From an optimization exercise on the open Yosys and OpenROAD flow, aimed at small area; shortcuts taken in it are not production practice.
Function was not checked in any run shown here: the RTL went through the layout flow alone.
Power and IR drop assume default switching activity.

===== flow/design.v =====
module mac2rk_tfm (
    input  wire        clk,
    input  wire        rst,             
    input  wire        cmd_valid,
    input  wire [1:0]  cmd,
    output wire        cmd_ready,
    input  wire        cfg_fmt,         
    input  wire [31:0] cfg_src_len,
    input  wire [31:0] cfg_load_addr,
    input  wire [31:0] cfg_baud,
    input  wire [7:0]  src_data,
    output wire        src_pop,
    input  wire        tick,
    output reg  [1:0]  sample_sym,
    output reg  [2:0]  state,
    output reg         ill,
    output wire [3:0]  err_code,
    output reg  [16:0] frame_len,
    output reg  [14:0] half_bit
);
    localparam [2:0] S_IDLE = 3'd0, S_READY = 3'd1, S_PLAYING = 3'd2,
                     S_FINISHED = 3'd3, S_ERROR = 3'd4;
    localparam [1:0] C_NOP = 2'd0, C_BUILD = 2'd1, C_START = 2'd2, C_STOP = 2'd3;
    localparam [1:0] SYM_ZERO = 2'd0, SYM_POS = 2'd1, SYM_NEG = 2'd2;
    localparam [7:0]  SYNC = 8'hE6;
    localparam [15:0] DIVIDEND = 16'd24000;    
    reg  [2:0]  err_q;                          
    assign err_code = {1'b0, err_q};
    reg         fmt_q;
    reg         ins_q;
    reg  [15:0] a_q;         
    reg  [15:0] e_q;         
    reg         busy;        
    reg  [16:0] pos;         
    reg  [2:0]  bit_pos;
    reg         phase;
    reg  [14:0] hb_cnt;      
    reg         in_pay;
    reg         in_trl;      
    reg         c_lo;        
    reg         c_hi;        
    assign cmd_ready = ~busy;
    wire playing  = (state == S_PLAYING);
    wire cmd_go   = cmd_valid & ~busy;
    wire [17:0] pc;                  
    wire [16:0] pos_inc;
    assign pc[0] = 1'b1;
    wire [15:0] hc;                  
    wire [14:0] hb_dec;
    assign hc[0] = 1'b1;
    genvar gi;
    generate
        for (gi = 0; gi < 17; gi = gi + 1) begin : g_inc
            assign pos_inc[gi] = pos[gi] ^ pc[gi];
            assign pc[gi+1]    = pos[gi] & pc[gi];
        end
        for (gi = 0; gi < 15; gi = gi + 1) begin : g_dec
            assign hb_dec[gi] = hb_cnt[gi] ^ hc[gi];
            assign hc[gi+1]   = ~hb_cnt[gi] & hc[gi];
        end
    endgenerate
    wire [2:0] k      = pos[2:0];
    wire       k_a    = ~k[2] & (k[1] ^ k[0]);                   
    wire       k_e    = (~k[2] & k[1] & k[0]) | (k[2] & ~k[1] & ~k[0]);  
    wire       pre    = ~in_pay & ~in_trl;
    wire       sp     = in_trl | (pre & pos[8]);                  
    wire       k_sync = in_trl ? (k == 3'd7) : (k == 3'd0);
    wire       k_aa   = in_trl ? (~k[2] & ~k[1]) : k_a;
    wire       sp_bit = k_sync ? SYNC[bit_pos] :
                        k_aa ? a_q[15] : k_e ? e_q[15] : 1'b0;
    wire       cur_bit = in_pay ? src_data[bit_pos] : (sp & sp_bit);
    wire        hb_end   = (hb_cnt == 15'd1);
    wire        bit_end  = hb_end & ~phase;
    wire        byte_end = bit_end & (bit_pos == 3'd0);
    wire        adv      = tick & playing;
    wire        at_len   = (&pos[16:9]) & ~pos[8] & (&pos[7:4]) &
                           (fmt_q ? (pos[3:0] == 4'b0100)
                                  : (pos[3:0] == (4'b1110 - {3'b000, ins_q})));
    assign src_pop = adv & byte_end & in_pay;
    wire       sb    = src_data[~bit_pos];
    wire       sb_hi = sb & ~at_len;            
    wire       lo_s  = a_q[0] ^ sb ^ c_lo;
    wire       lo_c  = (a_q[0] & sb) | (a_q[0] & c_lo) | (sb & c_lo);
    wire       hi_s  = a_q[8] ^ sb_hi ^ c_hi;
    wire       hi_c  = (a_q[8] & sb_hi) | (a_q[8] & c_hi) | (sb_hi & c_hi);
    wire pre_to_pay = pre & (fmt_q ? (pos[8] & (k == 3'd4))
                                   : (ins_q ? pos[8] : (pos[7:0] == 8'hFF)));
    wire frame_done = in_trl ? (k == 3'd1) : (in_pay & ~fmt_q & at_len);
    wire [3:0] i     = pos[3:0];
    wire       last  = (i == 4'd15);
    wire       n_i   = cfg_src_len[i];
    wire       a_i   = cfg_load_addr[i];
    wire       ins_b = (src_data != SYNC);
    wire       k_i   = (i == 4'd0) ? (~cfg_fmt & ins_b) :
                       (i == 4'd1 || i == 4'd3) ? cfg_fmt : (i == 4'd8);
    wire       l_s   = n_i ^ k_i ^ c_lo;
    wire       l_c   = (n_i & k_i) | (n_i & c_lo) | (k_i & c_lo);
    wire       d_i   = n_i ^ in_trl;            
    wire       d_bw  = in_trl & ~n_i;
    wire       e_s   = a_i ^ d_i ^ c_hi;
    wire       e_c   = (a_i & d_i) | (a_i & c_hi) | (d_i & c_hi);
    wire n_big   = (|cfg_src_len[31:17]) | (cfg_src_len[16] & (|cfg_src_len[15:0]));
    wire n_zero  = ~(|cfg_src_len);
    wire a_bad   = (|cfg_load_addr[31:16]) | e_c;
    wire b_bad   = ~(|cfg_baud) | (cfg_baud > 32'd24000);
    wire [2:0] build_err = n_big ? 3'd2 : n_zero ? 3'd1 :
                           (cfg_fmt & a_bad) ? 3'd3 : b_bad ? 3'd4 : 3'd0;
    wire build_ok = (build_err == 3'd0);
    wire [15:0] div_x = {hb_cnt, DIVIDEND[~i]};
    wire [14:0] div_b = cfg_baud[14:0];
    wire [16:0] dw;                  
    wire [15:0] div_d;
    assign dw[0] = 1'b0;
    generate
        for (gi = 0; gi < 16; gi = gi + 1) begin : g_div
            wire yb = (gi < 15) ? div_b[gi] : 1'b0;
            assign div_d[gi] = div_x[gi] ^ yb ^ dw[gi];
            assign dw[gi+1]  = (~div_x[gi] & yb) | (~(div_x[gi] ^ yb) & dw[gi]);
        end
    endgenerate
    wire        div_q = ~dw[16];
    wire [14:0] div_r = div_q ? div_d[14:0] : div_x[14:0];
    always @(posedge clk) begin
        if (rst) begin
            state      <= S_IDLE;
            ill        <= 1'b0;
            err_q      <= 3'd0;
            frame_len  <= 17'd0;
            half_bit   <= 15'd0;
            sample_sym <= SYM_ZERO;
            busy       <= 1'b0;
        end else begin
            if (busy) begin
                pos            <= pos_inc;
                hb_cnt         <= div_r;
                half_bit       <= {half_bit[13:0], div_q};
                frame_len[15:0] <= {l_s, frame_len[15:1]};
                a_q            <= {a_i, a_q[15:1]};
                e_q            <= {e_s, e_q[15:1]};
                c_lo           <= l_c;
                c_hi           <= e_c;
                in_trl         <= d_bw;
                if (last) begin
                    busy           <= 1'b0;
                    fmt_q          <= cfg_fmt;
                    ins_q          <= ins_b;
                    frame_len[16]  <= cfg_src_len[16] | l_c;
                    if (!build_ok) begin
                        state     <= S_ERROR;
                        err_q     <= build_err;
                        frame_len <= 17'd0;
                        half_bit  <= 15'd0;
                    end else begin
                        state     <= S_READY;
                        err_q     <= 3'd0;
                    end
                end
            end
            if (tick) begin
                if (!playing) begin
                    sample_sym <= SYM_ZERO;
                end else begin
                    sample_sym <= (cur_bit ^ phase) ? SYM_POS : SYM_NEG;
                    if (hb_end) begin
                        hb_cnt <= half_bit;
                        phase  <= ~phase;
                        if (bit_end) begin
                            bit_pos <= bit_pos - 3'd1;
                            if (in_pay) begin
                                a_q[7:0]  <= {lo_s, a_q[7:1]};
                                a_q[15:8] <= {hi_s, a_q[15:9]};
                                c_lo      <= lo_c;
                                c_hi      <= hi_c;
                            end else if (sp & k_aa) begin
                                a_q <= {a_q[14:0], 1'b0};
                            end
                            if (sp & ~in_trl & k_e)
                                e_q <= {e_q[14:0], 1'b0};
                            if (bit_pos == 3'd0) begin
                                pos <= pos_inc;
                                if (in_pay) begin
                                    c_lo <= 1'b0;
                                    c_hi <= lo_c;
                                end
                                if (pre_to_pay) begin
                                    in_pay <= 1'b1;
                                    c_lo   <= 1'b0;
                                    c_hi   <= 1'b0;
                                    pos    <= ~frame_len;
                                end
                                if (in_pay & fmt_q & at_len) begin
                                    in_pay <= 1'b0;
                                    in_trl <= 1'b1;
                                end
                                if (frame_done)
                                    state <= S_FINISHED;
                            end
                        end
                    end else begin
                        hb_cnt <= hb_dec;
                    end
                end
            end
            if (cmd_go) begin
                case (cmd)
                    C_NOP: ;
                    C_BUILD: begin
                        if (playing) begin
                            ill   <= 1'b1;
                            err_q <= 3'd7;
                        end else begin
                            busy   <= 1'b1;
                            pos    <= 17'd0;
                            hb_cnt <= 15'd0;
                            c_lo   <= 1'b0;
                            c_hi   <= 1'b0;
                            in_trl <= 1'b1;
                        end
                    end
                    C_START: begin
                        if (state != S_READY) begin
                            ill   <= 1'b1;
                            err_q <= 3'd7;
                        end else begin
                            state   <= S_PLAYING;
                            pos     <= 17'd0;
                            bit_pos <= 3'd7;
                            phase   <= 1'b1;
                            hb_cnt  <= half_bit;
                            in_pay  <= 1'b0;
                            in_trl  <= 1'b0;
                        end
                    end
                    C_STOP: begin
                        state     <= S_IDLE;
                        ill       <= 1'b0;
                        err_q     <= 3'd0;
                        frame_len <= 17'd0;
                        half_bit  <= 15'd0;
                    end
                endcase
            end
        end
    end
endmodule

===== flow/flow/run.sh =====
#!/bin/bash
# Standard layout, with two changes to how it is made:
#  - port buffers are the smallest buffer (buf_1) instead of the one
#    buffer_ports picks on its own; every port still gets its buffer;
#  - clock tree synthesis inserts no dummy loads.
# ORFS's own per-step logs stay under orfs/logs; make's output goes to
# make_finish.log and the DEF export's to the same file.
set -euo pipefail
export BUFFER_PORTS_ARGS="-buffer_cell sky130_fd_sc_hd__buf_1"
export CTS_ARGS="-sink_clustering_enable -repair_clock_nets -dont_use_dummy_load"
bash standard.sh finish > make_finish.log 2>&1

===== flow/standard.sh =====
#!/bin/bash
# synth_recipe.tcl (not shown) runs the flow's synth.tcl, then flattens the netlist and writes it again
# the make line also repeats each setting of config.mk as NAME=value (left out here)
make -C /OpenROAD-flow-scripts/flow DESIGN_CONFIG=/design/flow/config.mk WORK_HOME=/design/flow/orfs CLKGATE_MAP_FILE= SYNTH_SCRIPT=/design/flow/synth_recipe.tcl "${@:-finish}"

===== flow/config.mk =====
export PLATFORM = sky130hd
export DESIGN_NAME = mac2rk_tfm
export DESIGN_NICKNAME = mac2rk_tfm
export VERILOG_FILES = /design/flow/design.v
export SDC_FILE = /design/flow/constraint.sdc
export NUM_CORES = 4
export LEC_CHECK = 0
export CAP_MARGIN = 20
export CORE_MARGIN = 2
export CORE_UTILIZATION = 40
export SLEW_MARGIN = 20

===== flow/constraint.sdc =====
create_clock -name core_clock -period 32.0 [get_ports {clk}]
set_input_delay 6.4000 -clock core_clock [delete_from_list [all_inputs] [get_ports {clk}]]
set_output_delay 6.4000 -clock core_clock [all_outputs]
set_load 0.01 [all_outputs]

==> results of run 1 <==
cells by family after synthesis:
logic type | count (synthesis) | share of synthesized area, %
AO/OA/AOI/OAI | 242 | 20.3
AND/OR/NAND/NOR | 240 | 15.0
flip-flops | 116 | 37.8
buffers and inverters | 103 | 5.28
multiplexers | 67 | 10.2
adder cells (fa/ha/maj) | 60 | 10.9
XOR/XNOR | 4 | 0.432
other | 1 | 0.0463
registers in the layout (all words and copies together), names as in the netlist, 2 cells and up:
signal and cells:
bit_pos 3, half_bit 15, e_q 16, state 3, sample_sym 2, a_q 16
hb_cnt 15, frame_len 17, pos 17, err_q 3
area by class of cell:
type                       count  area [um2]  area share, %
clock buffer                  17         425           4.57
inverter                      50         188           2.02
multi-input combinational    614        4630           49.8
sequential                   116        3060           32.9
tap                          270         338           3.63
timing repair buffer         164         657           7.06
cell usage after synthesis, types with 3 or more instances:
cell type	number	share of area, %
edfxtp_1	74	27
o21ai_0	69	4.3
nand2_1	66	3.1
nor2_1	66	3.1
inv_1	50	2.3
dfxtp_1	42	10
ha_1	41	6.3
mux2i_1	39	4.8
clkbuf_1	34	1.6
a21oi_1	32	2.0
a22o_1	32	3.5
a22oi_1	31	2.9
fa_1	18	4.4
a211oi_1	17	1.6
mux2_2	17	2.4
nor4_1	16	1.2
o221ai_1	16	1.7
and2_1	15	1.2
mux4_2	11	3.1
nand4_1	11	0.85
nand2b_1	9	0.69
nand3_1	9	0.56
nor2b_1	9	0.69
nor3_1	9	0.56
buf_2	8	0.49
o211ai_1	8	0.74
a31oi_1	6	0.46
buf_1	5	0.23
or4_1	5	0.46
o21a_1	4	0.37
or2_2	4	0.31
a21o_1	3	0.28
a221oi_1	3	0.32
buf_6	3	0.42
nor3b_1	3	0.28
o22ai_1	3	0.23
o31ai_1	3	0.28
xnor2_1	3	0.32
stage by stage:
stage	instance area (um2)	power (mW)
global placement	8880	0.266
finish	9300	0.415
detailed placement	8880	0.267
CTS	9300	0.418
global route	9300	0.438
floorplan	8110	0.242
worst paths after layout:
check | startpoint | to | slack (ns) | cells after the start
worst min register to register | sample_sym[0]$_SDFFE_PP0P_ | sample_sym[0]$_SDFFE_PP0P_ | 0.48 | 2
worst max-delay path | tick | src_pop | 17.82 | 5
worst min-delay path | sample_sym[0]$_SDFFE_PP0P_ | sample_sym[0]$_SDFFE_PP0P_ | 0.48 | 2
worst max register to register | pos[0]$_DFFE_PN_ | hb_cnt[4]$_DFFE_PN_ | 23.41 | 26
metal layers:
| layer | up-vias | wire, um |
|---|---|---|
| li1 | 3397 | - |
| met1 | 3356 | 9870 |
| met2 | 183 | 10400 |
| met3 | 24 | 936 |
| met4 | 2 | 330 |
| met5 | - | 15 |
worst register-to-register path: cells and delay by family (launching register included):
family / cells / cell delay [ns]
fa+ha+maj: 16 / 5.92
compound gates: 3 / 0.57
simple gates: 3 / 0.29
mux: 1 / 0.25
flops: 1 / 0.68
buf+inv: 3 / 0.64
power by group through the flow:
stage	clock network [mW]	registers (mW)	logic (mW)
after floorplan	0	0.182	0.0595
after global routing	0.160	0.187	0.0900
after detailed placement	0	0.188	0.0787
final	0.151	0.186	0.0788
after CTS	0.153	0.186	0.0792
after global placement	0	0.188	0.0781
==> results.txt, run 1 <==
* Placed cells at about 1200
* # rows at 52
* EDFF count, synth at 74
* CP arrival at 7.78 ns
* Avg WL per Cell at around 18 um
* Leak at 3.39 nW
* Pint at roughly 0.30 mW
* H-tree levels at 4
* Post-synthesis sequential area ratio at 37.8%
* Setup crit end kind: primary output
* Unrepaired setup endpoints after global routing: false
* Worst setup slack after layout at 17.82 ns
* Core ar. at around 20000 um2
* Final Skew at 0.0241 ns
* Layout Nets at between 1000 and 1500
* Switching share of power at 27.6%
* Sequential power share at between 40% and 50%
* Resize count post-CTS at 0
* DP HPWL at 15200 um
* Ports at 155
* Clock root buffer master: clkbuf_16
* Final Util at 46.4%
* RePlAce Congestion at 0.837
* Library cells used by synthesis at 69
* Max Cap Violations at 0
* Post-CTS Setup Repair Bufs at 0
* Post-route ant nets at 0
* Status: complete, no violations
* Worst path most repeated cell: buf_1
* Met2 Use GR at 34.4%
* Period minus WS final at 14.18 ns
* Post-synthesis instance total at 833
* Grt met1 use at 27.1%
* Clock power share at 36.3%
* Largest net degree at the start of global routing at 76
* Syn_nets at about 1000
* WHS at 0.482 ns
* Vias in the first global route at 6710
* Syn Area/Cell at 9.73 um2
* Place WS at between 15 and 20 ns
* WS Path Type: input pin to primary output
* Clock slew at reported path FFs at 0.05 ns
* CTS Sinks at 116
* Vias per cell at between 5 and 6
* Net switching power at about 0.11 mW
* Ys Warns at 1
* Vias at around 7000
* Primary FF master, synth: edfxtp_1
* Slew margin rel. at 29.7%
* Area Overhead vs Synth at 14.7%
* Worst Setup Start Kind: input pin
* Die area at roughly 21000 um2
* Final cell count without fillers at ~1200
* Worst slew pin tran at 1.05 ns
* Max Freq at 70.5 MHz
* Clock buffers created by TritonCTS at 17
* CP max-delay cell: and4bb_2
* Total global routing overflow at 0
* Worst skew pair latency at between 0.4 and 0.5 ns
* DR pass1 iterations at 5
* Pwr Density at roughly 45 nW/um2
* Final hold vios at 0
* Share of cells above drive strength 1 at 7.28%
* Worst vdd ir at 0.0391 mV
* Met3 GRT Util at ~3.9%
* Register bit count reported by yosys at 116
* Commonest non-fill, non-tap cell in the layout: buf_1
* Drt drc at 0
* CTS Hold Buffers Added at 0
* Initial Utilization at 40.5%
* Final Max Tran Viols at 0
* Count of final setup violators at 0
* Critical path peak fanout at 40
* Critical-path cell list: buf_1 -> and4bb_2 -> nand3_1 -> nor2_1 -> buf_1
* CP bufs+invs at 2
* TNS Setup at 0 ns
* Die Span Y at 146 um
* N_diodes at 0
* DRT iter0 DRCs at 403
* Class of the worst hold path: register to register
* Drt total wl at between 20000 and 25000 um
* Worst path max stage delay at 0.77 ns
* Tcrit/Tclk final at 44.3%
* Post-synth ARST share at 0%
* Post-Syn Area at 8110 um2
* First-pass GRT wire length at about 35000 um
* Worst path top cell family by delay: simple AND/OR/NAND/NOR gates
* Chip Width at between 100 and 150 um
* CTS Buffer Depth at 2
* Gate power share at a little under a fifth
* Port Buf Inserts at 153
* Initial antenna violation count at 1
* Fillers at 1957
* Worst Path Required at around 26 ns
* CTS tree: built
* Most frequent cells in the layout: buf_1, edfxtp_1, o21ai_0
* Tot GR Track Use at between 20% and 30%
* Gr busiest metal: met2
==> inputs of run 2 (changes only) <==
==> flow/run.sh (new file) <==
#!/bin/bash
# synth_recipe.tcl (not shown) runs the flow's synth.tcl, then flattens the netlist and writes it again
# the make line also repeats each setting of config.mk as NAME=value (left out here)
make -C /OpenROAD-flow-scripts/flow DESIGN_CONFIG=/design/flow/config.mk WORK_HOME=/design/flow/orfs CLKGATE_MAP_FILE= SYNTH_SCRIPT=/design/flow/synth_recipe.tcl finish
removed: flow/flow/run.sh
removed: flow/standard.sh
==> run 2 against run 1 <==
Compared with the run above:
- largest cell class unchanged
- still clean
- largest power group is now the clock network
- critical path type unchanged
- combinational power up 12%
- non-clock buffer count fell by 1
- design area increased by 12%
- clock skew down 0.013 ns
==> results.txt, run 2 <==
* Max Freq at 66.9 MHz (-5.2%)
* WHS at 0.481 ns (-0.00141 ns)
* Post-route ant nets at 0 (unchanged)
* Setup crit end kind: primary output
* Clock root buffer master: clkbuf_16
* Leak at 3.86 nW (+14%)
* Largest cells by area after synthesis: edfxtp_1, dfxtp_1, ha_1
* Drt total wl at 22600 um (+5.0%)
* Core ar. at 20000 um2 (unchanged)
* Fillers at 1873 (-4.3%)
* Switching share of power at 29.1% (+1.6 points)
* Post-Syn Area at 8110 um2 (unchanged)
* Initial antenna violation count at 1 (unchanged)
* Clock power share at 40.6% (+4.3 points)
* Worst slew pin tran at 1.08 ns (+0.0297 ns)
* Worst r2r src: pos[0]$_DFFE_PN_
* Final Skew at 0.0107 ns (-0.0134 ns)
* CTS Sinks at 116 (unchanged)
* Reg2reg end: hb_cnt[4]$_DFFE_PN_
* Max Cap Violations at 0 (unchanged)
* Die area at 21400 um2 (unchanged)
* Drt drc at 0 (unchanged)
* H-tree levels at 4 (unchanged)
* CTS tree: built
* EDFF count, synth at 74 (unchanged)
* Largest net degree at the start of global routing at 76 (unchanged)
* Pint at 0.327 mW (+8.8%)
* Post-synthesis sequential area ratio at 37.8% (unchanged)
* Library cells used by synthesis at 69 (unchanged)
* Chip Width at 146 um (unchanged)
* Total global routing overflow at 0 (unchanged)
* Die Span Y at 146 um (unchanged)
* CTS Buffer Depth at 2 (unchanged)
* N_diodes at 0 (unchanged)
* Post-CTS Setup Repair Bufs at 0 (unchanged)
* Register bit count reported by yosys at 116 (unchanged)
* Dominant cell type by area after synthesis: edfxtp_1
* Area Overhead vs Synth at 28.2%
* Final hold vios at 0 (unchanged)
* Tcrit/Tclk final at 46.7% (+2.4 points)
* Unrepaired setup endpoints after global routing: false
* Placed cells at 1213 (-0.082%)
* Post-synth ARST share at 0% (unchanged)
* Post-synthesis instance total at 833 (unchanged)
* Syn Area/Cell at 9.73 um2 (unchanged)
* Count of final setup violators at 0 (unchanged)
* Vias per cell at 5.63 (-0.37%)
* Critical path peak fanout at 40 (unchanged)
* # rows at 52 (unchanged)
* Worst skew pair latency at 0.42 ns (about the same)
* DP HPWL at 15900 um (+4.8%)
* Vias at 7015 (+0.76%)
* WS Path Type: input pin to primary output
* Synth top cells by count: edfxtp_1, o21ai_0, nand2_1, nor2_1, inv_1
* CP arrival at 8.56 ns (+0.78 ns)
* Finished layout cell area at 10400 um2 (+12%)
* Biggest regs: frame_len: 17 flops, pos: 17 flops
* Count leader, synth: edfxtp_1
* Primary FF master, synth: edfxtp_1
* RePlAce Congestion at 0.836 (-0.21%)
* Final cell count without fillers at 1245 (+1.1%)
* Vias in the first global route at 6923 (+3.2%)
* First-pass GRT wire length at 36900 um (+5.3%)
* Ys Warns at 1 (unchanged)
* Sequential power share at 40.3% (-4.4 points)
* Clock buffers created by TritonCTS at 17 (unchanged)
* Clock slew at reported path FFs at 0.06 ns (about the same)
* Period minus WS final at 14.96 ns (+0.773 ns)
* Worst setup slack after layout at 17.04 ns (-0.773 ns)
* Port Buf Inserts at 153 (unchanged)
* Avg WL per Cell at 18.2 um (+3.8%)
* Pwr Density at 44.4 nW/um2 (-0.51%)
* DRT iter0 DRCs at 399 (-0.99%)
* R2R cell count at 26 (unchanged)
* Crit path from: tick
* Slew margin rel. at 27.7% (-2.0 points)
* Gate power share at 19.1% (about the same)
* Worst vdd ir at 0.0337 mV (-14%)
* Initial Utilization at 40.5% (unchanged)
* Class of the worst hold path: register to register
* DR pass1 iterations at 5 (unchanged)
* Tot GR Track Use at 21.5% (+1.0 points)
* Resize count post-CTS at 0 (unchanged)
* Worst Setup Start Kind: input pin
* TNS Setup at 0 ns (unchanged)
* Worst Path Required at 25.60 ns (about the same)
* Share of cells above drive strength 1 at 8.62% (+1.3 points)
* Reg2reg setup slack at 22.79 ns (-0.62 ns)
* Post-placement cell area at 9830 um2 (+11%)
* Ports at 155 (unchanged)
* Status: complete, no violations
* Post-synth top area share at 27.4% (unchanged)
* Place WS at 17.02 ns (-0.766 ns)
* Layout Nets at 1132 (-0.088%)
* Syn_nets at 1003 (unchanged)
* Critical Path End: src_pop
* Net switching power at 0.135 mW (+17%)
* Final Max Tran Viols at 0 (unchanged)
* Most frequent cells in the layout: clkdlybuf4s50_1, edfxtp_1, o21ai_0
* CTS Hold Buffers Added at 0 (unchanged)
* Commonest non-fill, non-tap cell in the layout: clkdlybuf4s50_1
[run 2: worst min path at each step]
| stage | start | end | cells after the start |
|---|---|---|---|
| 2_1_floorplan | ill$_SDFFE_PP0P_ | ill$_SDFFE_PP0P_ | 2 |
| 6_report | sample_sym[0]$_SDFFE_PP0P_ | sample_sym[0]$_SDFFE_PP0P_ | 2 |
| 4_1_cts | sample_sym[0]$_SDFFE_PP0P_ | sample_sym[0]$_SDFFE_PP0P_ | 2 |
| 5_1_grt | sample_sym[0]$_SDFFE_PP0P_ | sample_sym[0]$_SDFFE_PP0P_ | 2 |
| 3_5_place_dp | sample_sym[0]$_SDFFE_PP0P_ | sample_sym[0]$_SDFFE_PP0P_ | 2 |
| 3_3_place_gp | sample_sym[0]$_SDFFE_PP0P_ | sample_sym[0]$_SDFFE_PP0P_ | 2 |
[run 2: power by group through the flow]
stage | logic, mW | registers [mW] | clock network (mW)
floorplan | 0.0595 | 0.182 | 0
global placement | 0.0869 | 0.189 | 0
detailed placement | 0.0879 | 0.189 | 0
CTS | 0.0887 | 0.186 | 0.191
global route | 0.0989 | 0.188 | 0.196
finish | 0.0882 | 0.186 | 0.188
[run 2: cell type report]
class / count / area [um2] / area share [%]
multi-input cells: 614 / 4630 / 44.5
clock inverters: 15 / 144 / 1.38
well taps: 270 / 338 / 3.25
clock buffers: 17 / 425 / 4.09
inverters: 50 / 188 / 1.81
flip-flops and latches: 116 / 3060 / 29.5
repair buffers: 163 / 1610 / 15.5
[run 2: per-stage QoR]
stage	total power, mW	util [%]
4_1_cts	0.465	51.9
5_1_grt	0.483	51.9
3_3_place_gp	0.276	49.0
6_report	0.462	51.9
3_5_place_dp	0.277	49.0
2_1_floorplan	0.242	-
[run 2: logic make-up after synthesis]
logic type / count (synthesis) / synth area share (%)
buf+inv: 103 / 5.28
flops: 116 / 37.8
compound gates: 242 / 20.3
xor+xnor: 4 / 0.432
mux: 67 / 10.2
simple gates: 240 / 15.0
fa+ha+maj: 60 / 10.9
other cells: 1 / 0.0463
[run 2: critical path, cell delays in order]
cell and delay, ns:
clkdlybuf4s50_1 0.48, and4bb_2 0.77, nand3_1 0.20, nor2_1 0.13, clkdlybuf4s50_1 0.57
[run 2: routing by layer]
layer | GRT usage, % | vias up | share of wire (%)
li1 | - | 3404 | -
met1 | 28.1 | 3421 | 45
met2 | 36.5 | 168 | 49
met3 | 4.25 | 20 | 4.8
met4 | 5.97 | 2 | 1.2
met5 | 0 | - | 0.071
==> inputs of run 3 (changes only) <==
--- a/flow/design.v
+++ b/flow/design.v
@@ -19,7 +19,7 @@
     output reg  [14:0] half_bit
 );
     localparam [2:0] S_IDLE = 3'd0, S_READY = 3'd1, S_PLAYING = 3'd2,
-                     S_FINISHED = 3'd3, S_ERROR = 3'd4;
+                     S_FINISHED = 3'd3, S_ERROR = 3'd4, S_BUSY = 3'd5;
     localparam [1:0] C_NOP = 2'd0, C_BUILD = 2'd1, C_START = 2'd2, C_STOP = 2'd3;
     localparam [1:0] SYM_ZERO = 2'd0, SYM_POS = 2'd1, SYM_NEG = 2'd2;
     localparam [7:0]  SYNC = 8'hE6;
@@ -30,7 +30,7 @@
     reg         ins_q;
     reg  [15:0] a_q;         
     reg  [15:0] e_q;         
-    reg         busy;        
+    wire        busy = state[2] & state[0];    
     reg  [16:0] pos;         
     reg  [2:0]  bit_pos;
     reg         phase;
@@ -102,7 +102,8 @@
     wire n_big   = (|cfg_src_len[31:17]) | (cfg_src_len[16] & (|cfg_src_len[15:0]));
     wire n_zero  = ~(|cfg_src_len);
     wire a_bad   = (|cfg_load_addr[31:16]) | e_c;
-    wire b_bad   = ~(|cfg_baud) | (cfg_baud > 32'd24000);
+    wire [14:0] quot = {half_bit[13:0], div_q};
+    wire b_bad   = (|cfg_baud[31:15]) | ~(|quot) | (quot[14] & quot[13]);
     wire [2:0] build_err = n_big ? 3'd2 : n_zero ? 3'd1 :
                            (cfg_fmt & a_bad) ? 3'd3 : b_bad ? 3'd4 : 3'd0;
     wire build_ok = (build_err == 3'd0);
@@ -128,7 +129,6 @@
             frame_len  <= 17'd0;
             half_bit   <= 15'd0;
             sample_sym <= SYM_ZERO;
-            busy       <= 1'b0;
         end else begin
             if (busy) begin
                 pos            <= pos_inc;
@@ -141,7 +141,6 @@
                 c_hi           <= e_c;
                 in_trl         <= d_bw;
                 if (last) begin
-                    busy           <= 1'b0;
                     fmt_q          <= cfg_fmt;
                     ins_q          <= ins_b;
                     frame_len[16]  <= cfg_src_len[16] | l_c;
@@ -209,7 +208,7 @@
                             ill   <= 1'b1;
                             err_q <= 3'd7;
                         end else begin
-                            busy   <= 1'b1;
+                            state  <= S_BUSY;
                             pos    <= 17'd0;
                             hb_cnt <= 15'd0;
                             c_lo   <= 1'b0;
==> flow/flow/run.sh (new file) <==
#!/bin/bash
# Standard layout, with two changes to how it is made:
#  - port buffers are the smallest buffer (buf_1) instead of the one
#    buffer_ports picks on its own; every port still gets its buffer;
#  - clock tree synthesis uses smaller clock buffers over larger sink
#    clusters, and inserts no dummy loads.
# ORFS's own per-step logs stay under orfs/logs; make's output goes to
# make_finish.log.
set -euo pipefail
export BUFFER_PORTS_ARGS="-buffer_cell sky130_fd_sc_hd__buf_1"
export CTS_ARGS="-sink_clustering_enable -repair_clock_nets -dont_use_dummy_load -buf_list sky130_fd_sc_hd__clkbuf_8 -sink_clustering_size 40 -sink_clustering_max_diameter 100"
bash standard.sh finish > make_finish.log 2>&1
==> flow/standard.sh (new file) <==
#!/bin/bash
# synth_recipe.tcl (not shown) runs the flow's synth.tcl, then flattens the netlist and writes it again
# the make line also repeats each setting of config.mk as NAME=value (left out here)
make -C /OpenROAD-flow-scripts/flow DESIGN_CONFIG=/design/flow/config.mk WORK_HOME=/design/flow/orfs CLKGATE_MAP_FILE= SYNTH_SCRIPT=/design/flow/synth_recipe.tcl "${@:-finish}"
--- a/flow/config.mk
+++ b/flow/config.mk
@@ -7,5 +7,5 @@
 export LEC_CHECK = 0
 export CAP_MARGIN = 20
 export CORE_MARGIN = 2
-export CORE_UTILIZATION = 40
+export CORE_UTILIZATION = 60
 export SLEW_MARGIN = 20
removed: flow/run.sh
==> run 3 against run 2 <==
Compared with the run above:
- sequential share of layout area up 5.6 points
- hold slack better by 0.011 ns
- count of clock-buffer cells in the layout is the same
- critical endpoint unchanged
- largest cell class unchanged
==> results.txt, run 3 <==
* Status: complete, no violations
* RePlAce Congestion at 0.933 (+12%)
* Worst slew pin tran at 1.08 ns (-0.000861 ns)
* Most frequent cells in the layout: buf_1, edfxtp_1, o21ai_0
* Drt total wl at 19700 um (-13%)
* Clock root buffer master: clkbuf_8
* Initial Utilization at 61.6% (+21 points)
* Vias per cell at 6.22 (+10%)
* Post-synthesis instance total at 791 (-5.0%)
* CTS Buffer Depth at 2 (unchanged)
* WS Path Type: input pin to primary output
* Die area at 13900 um2 (-35%)
* Syn Area/Cell at 9.83 um2 (+0.97%)
* Clock buffers created by TritonCTS at 17 (unchanged)
* Count leader, synth: edfxtp_1
* First-pass GRT wire length at 33200 um (-10%)
* Total global routing overflow at 0 (unchanged)
* Final Max Tran Viols at 0 (unchanged)
* Syn_nets at 961 (-4.2%)
* DR pass1 iterations at 5 (unchanged)
* Final hold vios at 0 (unchanged)
* Post-synthesis sequential area ratio at 39.1% (+1.4 points)
* Worst vdd ir at 0.0344 mV (+2.1%)
* # rows at 41 (-21%)
* Vias in the first global route at 6684 (-3.5%)
* H-tree levels at 4 (unchanged)
* Final cell count without fillers at 1091 (-12%)
* Commonest non-fill, non-tap cell in the layout: buf_1
* N_diodes at 0 (unchanged)
* Area Overhead vs Synth at 11.6%
* Post-Syn Area at 7770 um2 (-4.1%)
* Port Buf Inserts at 153 (unchanged)
* DRT iter0 DRCs at 463 (+16%)
* Worst skew pair latency at 0.45 ns (+0.03 ns)
* Post-CTS Setup Repair Bufs at 0 (unchanged)
* Tcrit/Tclk final at 43.6% (-3.2 points)
* CTS Hold Buffers Added at 0 (unchanged)
* Drt drc at 0 (unchanged)
* Critical path peak fanout at 21 (-48%)
* Dominant cell type by area after synthesis: edfxtp_1
* Max Cap Violations at 0 (unchanged)
* Ports at 155 (unchanged)
* Setup crit end kind: primary output
* Post-synth ARST share at 0% (unchanged)
* CP arrival at 7.54 ns (-1.02 ns)
* Clock slew at reported path FFs at 0.05 ns (about the same)
* Layout Nets at 1091 (-3.6%)
* Synth top cells by count: edfxtp_1, o21ai_0, inv_1, nand2_1, nor2_1
* DP HPWL at 14500 um (-8.8%)
* Core ar. at 12600 um2 (-37%)
* Placed cells at 1074 (-11%)
* Avg WL per Cell at 18.1 um (-0.50%)
* Slew margin rel. at 27.1% (-0.56 points)
* Register bit count reported by yosys at 115 (-0.86%)
* Final Skew at 0.0229 ns (+0.0122 ns)
* EDFF count, synth at 74 (unchanged)
* Post-route ant nets at 0 (unchanged)
* Tot Pwr at 0.328 mW (-29%)
* Vias at 6783 (-3.3%)
* Worst Setup Start Kind: input pin
* CTS Sinks at 115 (-0.86%)
* Unrepaired setup endpoints after global routing: false
* CTS tree: built
* Pwr Density at 37.8 nW/um2 (-15%)
* Chip Width at 118 um (-20%)
* Tot GR Track Use at 29.6% (+8.1 points)
* Largest net degree at the start of global routing at 49 (-36%)
* Biggest regs: frame_len: 17 flops, pos: 17 flops
* Primary FF master, synth: edfxtp_1
* Die Span Y at 118 um (-20%)
* Count of final setup violators at 0 (unchanged)
* Class of the worst hold path: register to register
* Post-synth top area share at 28.6% (+1.2 points)
* Share of cells above drive strength 1 at 6.09% (-2.5 points)
* Largest cells by area after synthesis: edfxtp_1, dfxtp_1, ha_1
* Ys Warns at 1 (unchanged)
* TNS Setup at 0 ns (unchanged)
* Initial antenna violation count at 0 (-1)
* Period minus WS final at 13.94 ns (-1.02 ns)
* Resize count post-CTS at 0 (unchanged)
* Max Freq at 71.7 MHz (+7.3%)
* Library cells used by synthesis at 71 (+2.9%)
* Leak at 3.39 nW (-12%)
* Worst Path Required at 25.60 ns (about the same)
* WHS at 0.491 ns (+0.0109 ns)
run 3: cell types whose count changed in the layout (fill, tap and decap cells not counted), moves of 14 or more:
cell             before  now
inv_1                49   64
o221ai_1             16    2
clkbuf_8              0   17
buf_1                 0  153
nor2_1               66   47
a22oi_1              31    2
clkdlybuf4s50_1     153    0
clkbuf_16            17    0
mux2_2               17    1
run 3: kinds of logic after synthesis:
group / after synthesis / share of synthesized area [%]
compound gates: 231 / 20.4
xor+xnor: 4 / 0.451
fa+ha+maj: 61 / 11.5
buf+inv: 116 / 6.13
flops: 115 / 39.1
mux: 45 / 8.06
other cells: 1 / 0.0482
simple gates: 218 / 14.3
run 3: final cells by class:
cell class              count  area (um2)
clock buffers              17         234
fillers                  1063        3940
inverters                  66         248
multi-input cells         560        4300
flip-flops and latches    115        3040
well taps                 172         215
repair buffers            161         634
run 3: critical path, cell delays in order:
cell	delay [ns]
buf_1	0.14
nor4bb_2	0.22
buf_4	0.28
and3_1	0.21
and2_1	0.14
buf_1	0.15
run 3: per-layer routing:
| metal | wire length, um | vias to the layer above | share of wire [%] | global-route usage [%] |
|---|---|---|---|---|
| li1 | - | 3216 | - | - |
| met1 | 8790 | 3241 | 45 | 41.4 |
| met2 | 9070 | 287 | 46 | 45.7 |
| met3 | 1390 | 39 | 7.0 | 5.47 |
| met4 | 482 | 0 | 2.4 | 12.0 |
| met5 | 0 | - | 0 | 0 |
run 3: worst paths after layout:
check	startpoint	to	slack (ns)	cells after the start
min	sample_sym[0]$_SDFFE_PP0P_	sample_sym[0]$_SDFFE_PP0P_	0.49	1
min reg2reg	sample_sym[0]$_SDFFE_PP0P_	sample_sym[0]$_SDFFE_PP0P_	0.49	1
max reg2reg	pos[1]$_DFFE_PN_	hb_cnt[0]$_DFFE_PN_	23.06	25
max	tick	src_pop	18.06	6
run 3: where the power goes:
part	total (mW)	switching, mW	internal (mW)
clock	0.0969	0.0505	0.0464
sequential	0.177	0.00994	0.167
combinational	0.0544	0.0289	0.0255
run 3: through the flow:
stage | worst slack [ns] | cell area [um2] | util (%)
final | 18.06 | 8680 | 68.8
after global routing | 17.97 | 8680 | 68.8
after floorplan | 18.23 | 7770 | -
after detailed placement | 18.07 | 8440 | 66.9
after global placement | 18.10 | 8440 | 66.9
after CTS | 18.07 | 8670 | 68.7
==> inputs of run 4 (changes only) <==
==> flow/flow/run.sh (replaced) <==
#!/bin/bash
# Standard layout, with two changes to how it is made:
#  - port buffers are the smallest buffer (buf_1) instead of the one
#    buffer_ports picks on its own; every port still gets its buffer;
#  - clock tree synthesis uses smaller clock buffers and inserts no dummy
#    loads.
# ORFS's own per-step logs stay under orfs/logs; make's output goes to
# make_finish.log.
set -euo pipefail
export BUFFER_PORTS_ARGS="-buffer_cell sky130_fd_sc_hd__buf_1"
export CTS_ARGS="-sink_clustering_enable -repair_clock_nets -dont_use_dummy_load -buf_list \"sky130_fd_sc_hd__clkbuf_4\" -sink_clustering_size 20 -sink_clustering_max_diameter 60"
bash standard.sh finish > make_finish.log 2>&1
--- a/flow/config.mk
+++ b/flow/config.mk
@@ -7,5 +7,5 @@
 export LEC_CHECK = 0
 export CAP_MARGIN = 20
 export CORE_MARGIN = 2
-export CORE_UTILIZATION = 60
+export CORE_UTILIZATION = 65
 export SLEW_MARGIN = 20
==> run 4 against run 3 <==
Compared with the run above:
- global-route usage increased by 1.9 points
- fmax is 0.39% lower
- wire length is 0.61% higher
- first-iteration DRC count increased by 18%
- via count grew 0.90%
- die area decreased by 7.4%
- combinational power is essentially flat
- clock power down 27%
- clock skew is 0.017 ns higher
- hold slack lost 0.0090 ns
- critical endpoint unchanged
- largest cell class unchanged
- largest power group unchanged
==> results.txt, run 4 <==
* Max Cap Violations at 0 (unchanged)
* Library cells used by synthesis at 71 (unchanged)
* Core ar. at 11600 um2 (-8.4%)
* Share of cells above drive strength 1 at 6.20% (+0.10 points)
* Initial Utilization at 67.2% (+5.6 points)
* Worst setup slack after layout at 18.01 ns (-0.0549 ns)
* Status: complete, no violations
* Drt total wl at 19900 um (+0.61%)
* Biggest regs: frame_len: 17 flops, pos: 17 flops
* RePlAce Congestion at 0.934 (+0.12%)
* CP bufs+invs at 3 (unchanged)
* Most frequent cells in the layout: buf_1, edfxtp_1, o21ai_0
* Tcrit/Tclk final at 43.7% (+0.17 points)
* Avg WL per Cell at 18.7 um (+3.3%)
* R2R cell count at 25 (unchanged)
* TNS Setup at 0 ns (unchanged)
* Gate power share at 18.1% (+1.5 points)
* DR pass1 iterations at 6 (+1)
* Ports at 155 (unchanged)
* H-tree levels at 4 (unchanged)
* Drt drc at 0 (unchanged)
* Slew margin rel. at 22.3% (-4.8 points)
* CP arrival at 7.59 ns (+0.05 ns)
* Post-route ant nets at 0 (unchanged)
* Place WS at 18.05 ns (-0.0217 ns)
* Critical path peak fanout at 21 (unchanged)
* Worst path top cell family by delay: simple AND/OR/NAND/NOR gates
* Post-synth ARST share at 0% (unchanged)
* Pwr Density at 35.4 nW/um2 (-6.4%)
* Worst path max stage delay at 0.28 ns (about the same)
* Post-synthesis instance total at 791 (unchanged)
* Commonest non-fill, non-tap cell in the layout: buf_1
* Sequential power share at 58.4% (+4.6 points)
* Unrepaired setup endpoints after global routing: false
* Pint at 0.216 mW (-9.4%)
* Port Buf Inserts at 153 (unchanged)
* Syn_nets at 961 (unchanged)
* Largest net degree at the start of global routing at 78 (+59%)
* Clock root buffer master: clkbuf_4
* Clock power share at 23.5% (-6.1 points)
* Worst skew pair latency at 0.53 ns (+0.08 ns)
* Net switching power at 0.0858 mW (-4.0%)
* Min-Delay Path Depth at 2 (+1)
* Dominant cell type by area after synthesis: edfxtp_1
* WS Path Type: input pin to primary output
* Leak at 3.34 nW (-1.5%)
* Count of final setup violators at 0 (unchanged)
* Clock slew at reported path FFs at 0.07 ns (+0.02 ns)
* Die Span Y at 113 um (-3.8%)
* Worst Setup Start Kind: input pin
* Ys Warns at 1 (unchanged)
* Critical path depth at 6 (unchanged)
* Period minus WS final at 13.99 ns (+0.0549 ns)
* CP max-delay cell: buf_4
* Vias at 6844 (+0.90%)
* DP HPWL at 14300 um (-0.98%)
* Total global routing overflow at 0 (unchanged)
* Vias in the first global route at 6520 (-2.5%)
* Finished layout cell area at 8540 um2 (-1.6%)
* Largest cells by area after synthesis: edfxtp_1, dfxtp_1, ha_1
* Switching share of power at 28.4% (+1.2 points)
* Post-CTS Setup Repair Bufs at 0 (unchanged)
* Chip Width at 113 um (-3.8%)
* Tot GR Track Use at 31.5% (+1.9 points)
* Vias per cell at 6.44 (+3.6%)
* Worst path most repeated cell: buf_1
* EDFF count, synth at 74 (unchanged)
* Tot Pwr at 0.302 mW (-7.9%)
* Syn Area/Cell at 9.83 um2 (unchanged)
* CTS Hold Buffers Added at 0 (unchanged)
* Class of the worst hold path: register to register
* Reg2reg setup slack at 23.11 ns (+0.05 ns)
* Layout Nets at 1092 (+0.092%)
* Primary FF master, synth: edfxtp_1
* First-pass GRT wire length at 32000 um (-3.8%)
* Area Overhead vs Synth at 9.80%
* Post-Syn Area at 7770 um2 (unchanged)
* Clock buffers created by TritonCTS at 17 (unchanged)
* # rows at 39 (-4.9%)
* Final Max Tran Viols at 0 (unchanged)
* Final Skew at 0.0395 ns (+0.0166 ns)
* CTS tree: built
* Critical-path cell list: buf_1 -> nor4bb_2 -> buf_4 -> and3_1 -> and2_1 -> buf_1
* Final hold vios at 0 (unchanged)
* N_diodes at 0 (unchanged)
* Count leader, synth: edfxtp_1
* Post-synthesis sequential area ratio at 39.1% (unchanged)
* CTS Buffer Depth at 2 (unchanged)
* Worst Path Required at 25.60 ns (about the same)
* Setup crit end kind: primary output
* Initial antenna violation count at 0 (unchanged)
* CTS Sinks at 115 (unchanged)
* DRT iter0 DRCs at 546 (+18%)
* Post-placement cell area at 8400 um2 (-0.42%)
* Synth top cells by count: edfxtp_1, o21ai_0, inv_1, nand2_1, nor2_1
* Max Freq at 71.5 MHz (-0.39%)
* Die area at 12900 um2 (-7.4%)
* Worst slew pin tran at 1.16 ns (+0.0716 ns)
* Worst vdd ir at 0.0328 mV (-4.6%)
* Post-synth top area share at 28.6% (unchanged)
* Resize count post-CTS at 0 (unchanged)
* Register bit count reported by yosys at 115 (unchanged)
==> run 4: changes by cell type in the layout (fill, tap and decap cells not counted) <==
cell,change
clkbuf_4,+17
buf_4,+1
nor3_4,-1
clkbuf_8,-17
nor3_2,+1
==> run 4: through the flow <==
stage	hold WS [ns]	util, %	cells
6_report	0.482	73.8	1063
5_1_grt	0.531	73.8	1063
4_1_cts	0.481	73.8	1063
3_5_place_dp	0.469	72.6	1046
3_3_place_gp	0.462	72.6	1046
2_1_floorplan	0.492	-	791
==> run 4: power groups by stage <==
stage | logic [mW] | registers (mW) | clock network (mW)
global placement | 0.0512 | 0.179 | 0
CTS | 0.0542 | 0.176 | 0.0721
floorplan | 0.0395 | 0.175 | 0
detailed placement | 0.0535 | 0.179 | 0
finish | 0.0546 | 0.176 | 0.0710
global route | 0.0610 | 0.177 | 0.0780
==> run 4: worst reg2reg max path: stages, from the launching register on <==
cell and delay [ns]:
edfxtp_1 0.89, ha_1 0.28, a211oi_1 0.12, a21oi_1 0.24
ha_1 0.17, inv_1 0.05, fa_1 0.38, fa_1 0.44
fa_1 0.41, fa_1 0.40, fa_1 0.39, fa_1 0.39
fa_1 0.40, fa_1 0.39, fa_1 0.39, fa_1 0.40
fa_1 0.39, fa_1 0.39, fa_1 0.38, fa_1 0.40
or2_2 0.51, a21o_1 0.24, o21ai_0 0.14, o211ai_1 0.15
a31oi_1 0.21, o21ai_0 0.10
==> run 4: final cells by class <==
cell class                 instances  area, um2
sequential                       115       3040
tap                              143        179
multi-input combinational        560       4300
inverter                          66        248
clock buffer                      17        128
fill                             895       3030
timing repair buffer             162        642
==> run 4: path summary, 6_finish.rpt <==
kind / end / start
setup / recovery: src_pop / tick
hold / removal: sample_sym[1]$_SDFFE_PP0P_ / sample_sym[1]$_SDFFE_PP0P_
setup reg to reg: hb_cnt[0]$_DFFE_PN_ / pos[1]$_DFFE_PN_
hold reg to reg: sample_sym[1]$_SDFFE_PP0P_ / sample_sym[1]$_SDFFE_PP0P_
==> run 4: per-layer routing <==
layer / share of wire [%] / track usage (%) / vias to the layer above
met5: 0 / 0 / -
met4: 1.7 / 10.8 / 0
met3: 8.1 / 6.16 / 42
met2: 48 / 49.6 / 340
met1: 43 / 43.9 / 3226
li1: - / - / 3236
==> run 4: cells by family (layout without fill, tap and decap cells) <==
kind of cell	Yosys count	after routing	share of synthesized area [%]
muxes	45	45	8.06
AOI/OAI and AO/OA	231	231	20.4
adders and majority gates	61	61	11.5
DFF	115	115	39.1
and+or+nand+nor	218	218	14.3
other	1	1	0.0482
xor gates and xnor gates	4	4	0.451
buffers and inverters	116	245	6.13
==> inputs of run 5 (changes only) <==
--- a/flow/flow/run.sh
+++ b/flow/flow/run.sh
@@ -8,5 +8,5 @@
 # make_finish.log.
 set -euo pipefail
 export BUFFER_PORTS_ARGS="-buffer_cell sky130_fd_sc_hd__buf_1"
-export CTS_ARGS="-sink_clustering_enable -repair_clock_nets -dont_use_dummy_load -buf_list \"sky130_fd_sc_hd__clkbuf_4\" -sink_clustering_size 20 -sink_clustering_max_diameter 60"
+export CTS_ARGS="-sink_clustering_enable -repair_clock_nets -dont_use_dummy_load -buf_list \"sky130_fd_sc_hd__clkbuf_2 sky130_fd_sc_hd__clkbuf_4\" -sink_clustering_size 20 -sink_clustering_max_diameter 60"
 bash standard.sh finish > make_finish.log 2>&1
==> run 5 against run 4 <==
Compared with the run above:
- setup slack is the same
- still clean on timing, DRC and antenna
- clock skew did not move
- first-iteration DRC count stayed put
- synthesized cell count stayed put
- design area did not move
- final cell count is the same
- sequential share of layout area is the same
- via count did not move
- fmax unchanged
- combinational power is essentially flat
- hold slack did not move
==> results.txt, run 5 <==
* Status: complete, no violations
* Post-Syn Area at 7770 um2 (unchanged)
* Post-CTS Setup Repair Bufs at 0 (unchanged)
* Leak at 3.34 nW (unchanged)
* Vias in the first global route at 6520 (unchanged)
* Post-synthesis instance total at 791 (unchanged)
* Pwr Density at 35.4 nW/um2 (unchanged)
* Post-synth ARST share at 0% (unchanged)
* Core ar. at 11600 um2 (unchanged)
* Place WS at 18.05 ns (unchanged)
* Initial Utilization at 67.2% (unchanged)
* Min-Delay Path Depth at 2 (unchanged)
* Primary FF master, synth: edfxtp_1
* Count of final setup violators at 0 (unchanged)
* Final cell count without fillers at 1063 (unchanged)
* Hold Startpoint: sample_sym[1]$_SDFFE_PP0P_
* R2R cell count at 25 (unchanged)
* Initial antenna violation count at 0 (unchanged)
* Critical-path cell list: buf_1 -> nor4bb_2 -> buf_4 -> and3_1 -> and2_1 -> buf_1
* Worst slew pin tran at 1.16 ns (unchanged)
* Tot Pwr at 0.302 mW (unchanged)
* Worst vdd ir at 0.0328 mV (unchanged)
* Port Buf Inserts at 153 (unchanged)
* Total global routing overflow at 0 (unchanged)
* Period minus WS final at 13.99 ns (unchanged)
* Worst path max stage delay at 0.28 ns (about the same)
* TNS Setup at 0 ns (unchanged)
* CP bufs+invs at 3 (unchanged)
* Most frequent cells in the layout: buf_1, edfxtp_1, o21ai_0
* Syn_nets at 961 (unchanged)
* Tot GR Track Use at 31.5% (unchanged)
* WHS at 0.482 ns (unchanged)
* Clock slew at reported path FFs at 0.07 ns (about the same)
* Worst Setup Start Kind: input pin
* Avg WL per Cell at 18.7 um (unchanged)
* N_diodes at 0 (unchanged)
* EDFF count, synth at 74 (unchanged)
* Commonest non-fill, non-tap cell in the layout: buf_1
* Worst r2r src: pos[1]$_DFFE_PN_
* Layout Nets at 1092 (unchanged)
* CTS Buffer Depth at 2 (unchanged)
* Drt total wl at 19900 um (unchanged)
* Synth top cells by count: edfxtp_1, o21ai_0, inv_1, nand2_1, nor2_1
* Vias at 6844 (unchanged)
* Area Overhead vs Synth at 9.80% (unchanged)
* Max Freq at 71.5 MHz (unchanged)
* First-pass GRT wire length at 32000 um (unchanged)
* Setup crit end kind: primary output
* Class of the worst hold path: register to register
* Dominant cell type by area after synthesis: edfxtp_1
* Reg2reg end: hb_cnt[0]$_DFFE_PN_
* CP max-delay cell: buf_4
* Register bit count reported by yosys at 115 (unchanged)
* Largest net degree at the start of global routing at 78 (unchanged)
* Largest cells by area after synthesis: edfxtp_1, dfxtp_1, ha_1
* Max Cap Violations at 0 (unchanged)
* Worst skew pair latency at 0.53 ns (about the same)
* Worst Path Required at 25.60 ns (about the same)
* Library cells used by synthesis at 71 (unchanged)
* Clock root buffer master: clkbuf_4
* H-tree levels at 4 (unchanged)
* Drt drc at 0 (unchanged)
* Ports at 155 (unchanged)
* # rows at 39 (unchanged)
* Die area at 12900 um2 (unchanged)
* Worst path top cell family by delay: simple AND/OR/NAND/NOR gates
* Vias per cell at 6.44 (unchanged)
* DR pass1 iterations at 6 (unchanged)
* Placed cells at 1046 (unchanged)
* Count leader, synth: edfxtp_1
* CTS Hold Buffers Added at 0 (unchanged)
* Slew margin rel. at 22.3% (unchanged)
* Post-synth top area share at 28.6% (unchanged)
* CTS Sinks at 115 (unchanged)
* Worst path most repeated cell: buf_1
* DP HPWL at 14300 um (unchanged)
* Tcrit/Tclk final at 43.7% (unchanged)
* DRT iter0 DRCs at 546 (unchanged)
* Unrepaired setup endpoints after global routing: false
* Min-Delay Endpoint: sample_sym[1]$_SDFFE_PP0P_
* CTS tree: built
* CP arrival at 7.59 ns (about the same)
* WS Path Type: input pin to primary output
* Clock buffers created by TritonCTS at 17 (unchanged)
* RePlAce Congestion at 0.934 (unchanged)
* Final hold vios at 0 (unchanged)
* Worst setup slack after layout at 18.01 ns (unchanged)
* Share of cells above drive strength 1 at 6.20% (unchanged)
* Resize count post-CTS at 0 (unchanged)
* Ys Warns at 1 (unchanged)
* Reg2reg setup slack at 23.11 ns (about the same)
* Final Max Tran Viols at 0 (unchanged)
* Critical path peak fanout at 21 (unchanged)
* Post-synthesis sequential area ratio at 39.1% (unchanged)
* Die Span Y at 113 um (unchanged)
* Chip Width at 113 um (unchanged)
* Syn Area/Cell at 9.83 um2 (unchanged)
* Final Skew at 0.0395 ns (unchanged)
* Biggest regs: frame_len: 17 flops, pos: 17 flops
* Post-route ant nets at 0 (unchanged)
run 5: cell counts after synthesis:
Identical to the previous run, type by type.
run 5: worst max-delay path by stage:
stage,from,endpoint,slack (ns),cells past startpoint
final,tick,src_pop,18.01,6
after global routing,tick,src_pop,17.91,6
after CTS,tick,src_pop,18.02,6
after detailed placement,tick,src_pop,18.05,6
after global placement,tick,src_pop,18.10,6
after floorplan,tick,src_pop,18.23,4
run 5: kinds of logic (layout without fill, tap and decap cells):
family	after synthesis	in the layout	share of synthesized area, %
compound gates	231	231	20.4
mux	45	45	8.06
other cells	1	1	0.0482
buf+inv	116	245	6.13
flops	115	115	39.1
simple gates	218	218	14.3
xor+xnor	4	4	0.451
fa+ha+maj	61	61	11.5
run 5: layer usage:
| layer | global-route usage (%) | up-vias | share of wire [%] |
|---|---|---|---|
| met5 | 0 | - | 0 |
| met4 | 10.8 | 0 | 1.7 |
| met3 | 6.16 | 42 | 8.1 |
| met2 | 49.6 | 340 | 48 |
| met1 | 43.9 | 3226 | 43 |
| li1 | - | 3236 | - |
run 5: tightest hold or removal path, stage by stage, from the launching register on:
cell and delay, ns:
dfxtp_1 0.31, nand2b_1 0.06, o21ai_0 0.06
run 5: final cells by class:
class | count | area (um2)
clock buffers | 17 | 128
well taps | 143 | 179
multi-input cells | 560 | 4300
repair buffers | 162 | 642
fillers | 895 | 3030
inverters | 66 | 248
flip-flops and latches | 115 | 3040
run 5: report_power, final:
group	internal (mW)	switching (mW)	total, mW
registers	0.166	0.00986	0.176
clock network	0.0242	0.0468	0.0710
logic	0.0255	0.0291	0.0546
run 5: stage by stage:
step           utilization [%]  instance area, um2
6_report                  73.8                8540
5_1_grt                   73.8                8540
4_1_cts                   73.8                8530
3_5_place_dp              72.6                8400
3_3_place_gp              72.6                8400
2_1_floorplan                -                7770
==> inputs of run 6 (changes only) <==
==> flow/flow/run.sh (replaced) <==
#!/bin/bash
# The standard layout (standard.sh), with these changes to how it is made:
#  - synthesis is synth_recipe.tcl with an area-oriented ABC mapping script
#    (flow/area_synth.tcl, flow/area.abc); registers are untouched;
#  - port buffers are the smallest buffer (buf_1) instead of the one
#    buffer_ports picks on its own; every port still gets its buffer;
#  - clock tree synthesis uses clkbuf_4 and inserts no dummy loads.
# ORFS's per-step logs stay under orfs/logs; make's output goes to
# make_finish.log in this folder.
set -euo pipefail
here=$(pwd)
export FLOW_WORK="$here"
export AREA_ABC_SCRIPT="$here/flow/area.abc"
export BUFFER_PORTS_ARGS="-buffer_cell sky130_fd_sc_hd__buf_1"
export CTS_ARGS="-sink_clustering_enable -repair_clock_nets -dont_use_dummy_load -buf_list sky130_fd_sc_hd__clkbuf_4 -sink_clustering_size 20 -sink_clustering_max_diameter 60"
sed "s#SYNTH_SCRIPT=[^ ]*#SYNTH_SCRIPT=$here/flow/area_synth.tcl#" standard.sh > area_standard.sh
grep -q "SYNTH_SCRIPT=$here/flow/area_synth.tcl" area_standard.sh
bash area_standard.sh finish > make_finish.log 2>&1
==> flow/flow/area.abc (new file) <==
&get -n
&st
&dch
&nf
&st
&syn2
&if -g -K 6
&synch2
&nf
&st
&syn2
&if -g -K 6
&synch2
&nf -R 1000
&put
==> flow/flow/area_synth.tcl (new file) <==
# The standard flow's synthesis script (synth_recipe.tcl in the work folder), unchanged
# except for ABC's combinational mapping script: flow/area.abc maps for area
# (no buffering or gate sizing for delay; the clock period leaves ample
# slack). Registers, fsm/share handling, flattening and renaming are those
# of synth_recipe.tcl.
proc abc {args} {
  set out {}
  set skip 0
  foreach a $args {
    if {$skip} { set skip 0; continue }
    if {$a eq "-script"} { set skip 1; continue }
    lappend out $a
  }
  yosys abc -script $::env(AREA_ABC_SCRIPT) {*}$out
}
source $::env(FLOW_WORK)/synth_recipe.tcl
==> run 6 against run 5 <==
Compared with the run above:
- register-to-register slack worse by 0.41 ns
- non-clock buffer count up 1
- setup slack worse by 0.22 ns
- final cell count up 1.6%
- die area down 5.1%
- first-iteration DRC count up 55%
- design area down 2.4%
- largest cell class unchanged
- sequential share of layout area up 0.88 points
- highest routed layer unchanged
==> results.txt, run 6 <==
* Status: complete, no violations
* Final Skew at 0.0281 ns (-0.0114 ns)
* CP max-delay cell: and2_0
* Chip Width at 110 um (-2.6%)
* First-pass GRT wire length at 32500 um (+1.7%)
* Layout Nets at 1112 (+1.8%)
* Unrepaired setup endpoints after global routing: false
* Xor-xnor portion of the synthesized cell area at 0.357% (-0.094 points)
* Vias in the first global route at 6822 (+4.6%)
* Post-synth top area share at 30.2% (+1.6 points)
* Post-Syn Area at 7360 um2 (-5.3%)
* Pwr Density at 36.5 nW/um2 (+3.3%)
* Synth top cells by count: nor2_1, nand2_1, edfxtp_1, o21ai_0, clkinv_1
* Compound-Gate Fraction of Synth Area at 20.6% (+0.21 points)
* Tcrit/Tclk final at 44.4% (+0.70 points)
* Drt total wl at 19700 um (-0.96%)
* CTS Buffer Depth at 2 (unchanged)
* Max Cap Violations at 0 (unchanged)
* CTS Hold Buffers Added at 0 (unchanged)
* Worst path most repeated cell: buf_1
* Post-route ant nets at 0 (unchanged)
* Clock root buffer master: clkbuf_4
* Count leader, synth: nor2_1
* WS Path Type: input pin to primary output
* Setup crit end kind: primary output
* Worst setup slack after layout at 17.78 ns (-0.223 ns)
* Vias per cell at 6.46 (+0.30%)
* Register bit count reported by yosys at 115 (unchanged)
* # rows at 38 (-2.6%)
* Ports at 155 (unchanged)
* Primary FF master, synth: edfxtp_1
* EDFF count, synth at 74 (unchanged)
* Dominant cell type by area after synthesis: edfxtp_1
* DR pass1 iterations at 6 (unchanged)
* Post-synthesis sequential area ratio at 41.3% (+2.2 points)
* Port Buf Inserts at 153 (unchanged)
* Commonest non-fill, non-tap cell in the layout: buf_1
* Worst vdd ir at 0.0277 mV (-16%)
* Mux cell area share after synthesis at 6.95% (-1.1 points)
* CTS Sinks at 115 (unchanged)
* Syn Area/Cell at 9.67 um2 (-1.6%)
* CTS tree: built
* Worst slew pin tran at 1.01 ns (-0.145 ns)
* Final hold vios at 0 (unchanged)
* Finished layout cell area at 8330 um2 (-2.4%)
* TNS Setup at 0 ns (unchanged)
* Area Overhead vs Synth at 13.2%
* Post-synthesis instance total at 761 (-3.8%)
* CP arrival at 7.82 ns (+0.23 ns)
* Critical path peak fanout at 15 (-29%)
* Count of final setup violators at 0 (unchanged)
* Post-synth ARST share at 0% (unchanged)
* Synth Area in Adders at 11.9% (+0.37 points)
* Core ar. at 10900 um2 (-5.4%)
* Die area at 12200 um2 (-5.1%)
* Tot GR Track Use at 32.3% (+0.85 points)
* Total global routing overflow at 0 (unchanged)
* Place WS at 17.78 ns (-0.268 ns)
* Critical-path cell list: buf_1 -> and2_0 -> nand3_1 -> nor2_1 -> buf_1
* Vias at 6974 (+1.9%)
* Leak at 3.08 nW (-7.8%)
* Post-placement cell area at 8190 um2 (-2.5%)
* Largest net degree at the start of global routing at 75 (-3.8%)
* Final Max Tran Viols at 0 (unchanged)
* DP HPWL at 14400 um (+0.27%)
* Worst Setup Start Kind: input pin
* Largest cells by area after synthesis: edfxtp_1, dfxtp_1, ha_1
* Class of the worst hold path: register to register
* Simple logic cell fraction of the synthesized area at 15.8% (+1.5 points)
* Slew margin rel. at 32.7% (+10 points)
* Worst path max stage delay at 0.65 ns (+0.37 ns)
* Library cells used by synthesis at 51 (-28%)
* Resize count post-CTS at 0 (unchanged)
* Biggest regs: frame_len: 17 flops, pos: 17 flops
* Clock buffers created by TritonCTS at 17 (unchanged)
* Avg WL per Cell at 18.2 um (-2.5%)
* DRT iter0 DRCs at 844 (+55%)
* Period minus WS final at 14.22 ns (+0.223 ns)
* Worst skew pair latency at 0.51 ns (-0.02 ns)
* N_diodes at 0 (unchanged)
* Initial antenna violation count at 0 (unchanged)
* Worst Path Required at 25.60 ns (about the same)
* Share of cells above drive strength 1 at 4.47% (-1.7 points)
* RePlAce Congestion at 0.959 (+2.7%)
* Post-CTS Setup Repair Bufs at 0 (unchanged)
* Die Span Y at 110 um (-2.6%)
* Initial Utilization at 67.3% (+0.093 points)
* H-tree levels at 4 (unchanged)
* Syn_nets at 931 (-3.1%)
* Drt drc at 0 (unchanged)
* Ys Warns at 1 (unchanged)
* Most frequent cells in the layout: buf_1, nor2_1, nand2_1
* Largest family of logic cells by synthesized area: compound AO/OA/AOI/OAI gates
* Max Freq at 70.3 MHz (-1.6%)
* Clock slew at reported path FFs at 0.09 ns (+0.02 ns)
[run 6: changes by cell type in the layout (fill, tap and decap cells not counted), moves of 4 or more]
cell      delta
clkinv_1    +56
nor2_1      +45
a221o_1      -8
nand2_1     +16
a22o_1       -4
o22ai_1      +5
mux2i_1      -7
and2_1       -8
a21oi_1     +11
inv_1       -64
[run 6: worst max-delay path: cells and delay by family]
family,cells,cell delay (ns)
buf+inv,2,0.32
simple gates,3,1.09
[run 6: area by class of cell]
| cell class | instances | area (um2) |
|---|---|---|
| Clock buffer | 17 | 128 |
| Fill cell | 831 | 2610 |
| Inverter | 57 | 214 |
| Multi-Input combinational cell | 588 | 4110 |
| Sequential cell | 115 | 3040 |
| Tap cell | 140 | 175 |
| Timing Repair Buffer | 163 | 657 |
[run 6: cells by family after synthesis]
group / count (synthesis)
fa+ha+maj: 59
compound gates: 233
simple gates: 256
flops: 115
buf+inv: 58
xor+xnor: 3
other cells: 1
mux: 36
[run 6: final timing paths]
path	cells past startpoint	from	end	slack, ns
worst max-delay path	5	tick	src_pop	17.78
worst min-delay path	1	frame_len[0]$_SDFF_PP0_	frame_len[0]$_SDFF_PP0_	0.53
worst max register to register	30	pos[0]$_DFFE_PN_	frame_len[6]$_SDFF_PP0_	22.70
worst min register to register	1	frame_len[0]$_SDFF_PP0_	frame_len[0]$_SDFF_PP0_	0.53
[run 6: through the flow]
stage / util [%] / total power, mW / hold slack, ns / cells
6_report: 76.2 / 0.304 / 0.528 / 1080
3_3_place_gp: 74.9 / 0.231 / 0.499 / 1062
3_5_place_dp: 74.9 / 0.235 / 0.508 / 1062
5_1_grt: 76.2 / 0.319 / 0.559 / 1080
2_1_floorplan: - / 0.214 / 0.508 / 761
4_1_cts: 76.0 / 0.303 / 0.530 / 1079
[run 6: routing by layer]
| layer | vias to the layer above | GRT usage (%) | share of wire [%] |
|---|---|---|---|
| met5 | - | 0 | 0 |
| met4 | 0 | 12.7 | 2.8 |
| met3 | 62 | 5.71 | 8.0 |
| met2 | 372 | 53.4 | 48 |
| met1 | 3294 | 42.7 | 41 |
| li1 | 3246 | - | - |
[run 6: power breakdown]
group | internal [mW] | switching [mW]
Clock | 0.0242 | 0.0467
Sequential | 0.167 | 0.00959
Combinational | 0.0252 | 0.0319

re-timing with driven ports:
The results above use ideal ports. As a check the final layouts listed here were re-extracted and re-timed, cells and wires unchanged. Step 1: set_driving_cell puts a clkbuf_16 on clk and a buf_2 on each other input, an assumption about the parent block. Step 2 times the ports against the registers' clock, not the clock port: input delays grow and output delays shrink by t, the midpoint of the rising clock arrivals with the driver on. Three values: ideal, step 1, step 2; two values: the first two.
run | t (ns) | setup slack, ns | clock arrival spread, ns | worst register clock-pin slew, ns | cell pins on the clock port's net
run 1 | 0.450 | 17.815 / 17.783 / 17.783 | 0.025 / 0.024 | 0.06 / 0.06 | 1
run 2 | 0.465 | 17.042 / 17.003 / 17.003 | 0.011 / 0.012 | 0.06 / 0.06 | 1
run 3 | 0.477 | 18.060 / 18.032 / 18.032 | 0.023 / 0.023 | 0.07 / 0.07 | 1
run 4 | 0.544 | 18.005 / 17.979 / 17.979 | 0.039 / 0.040 | 0.11 / 0.11 | 1
run 5 | 0.544 | 18.005 / 17.979 / 17.979 | 0.039 / 0.040 | 0.11 / 0.11 | 1
run 6 | 0.527 | 17.782 / 17.760 / 17.733 | 0.028 / 0.028 | 0.10 / 0.10 | 1
After both steps every run listed still meets setup and hold. The setup slack of run 6, which loses most, moves by -0.022 ns with the drivers and by -0.049 ns with both steps.
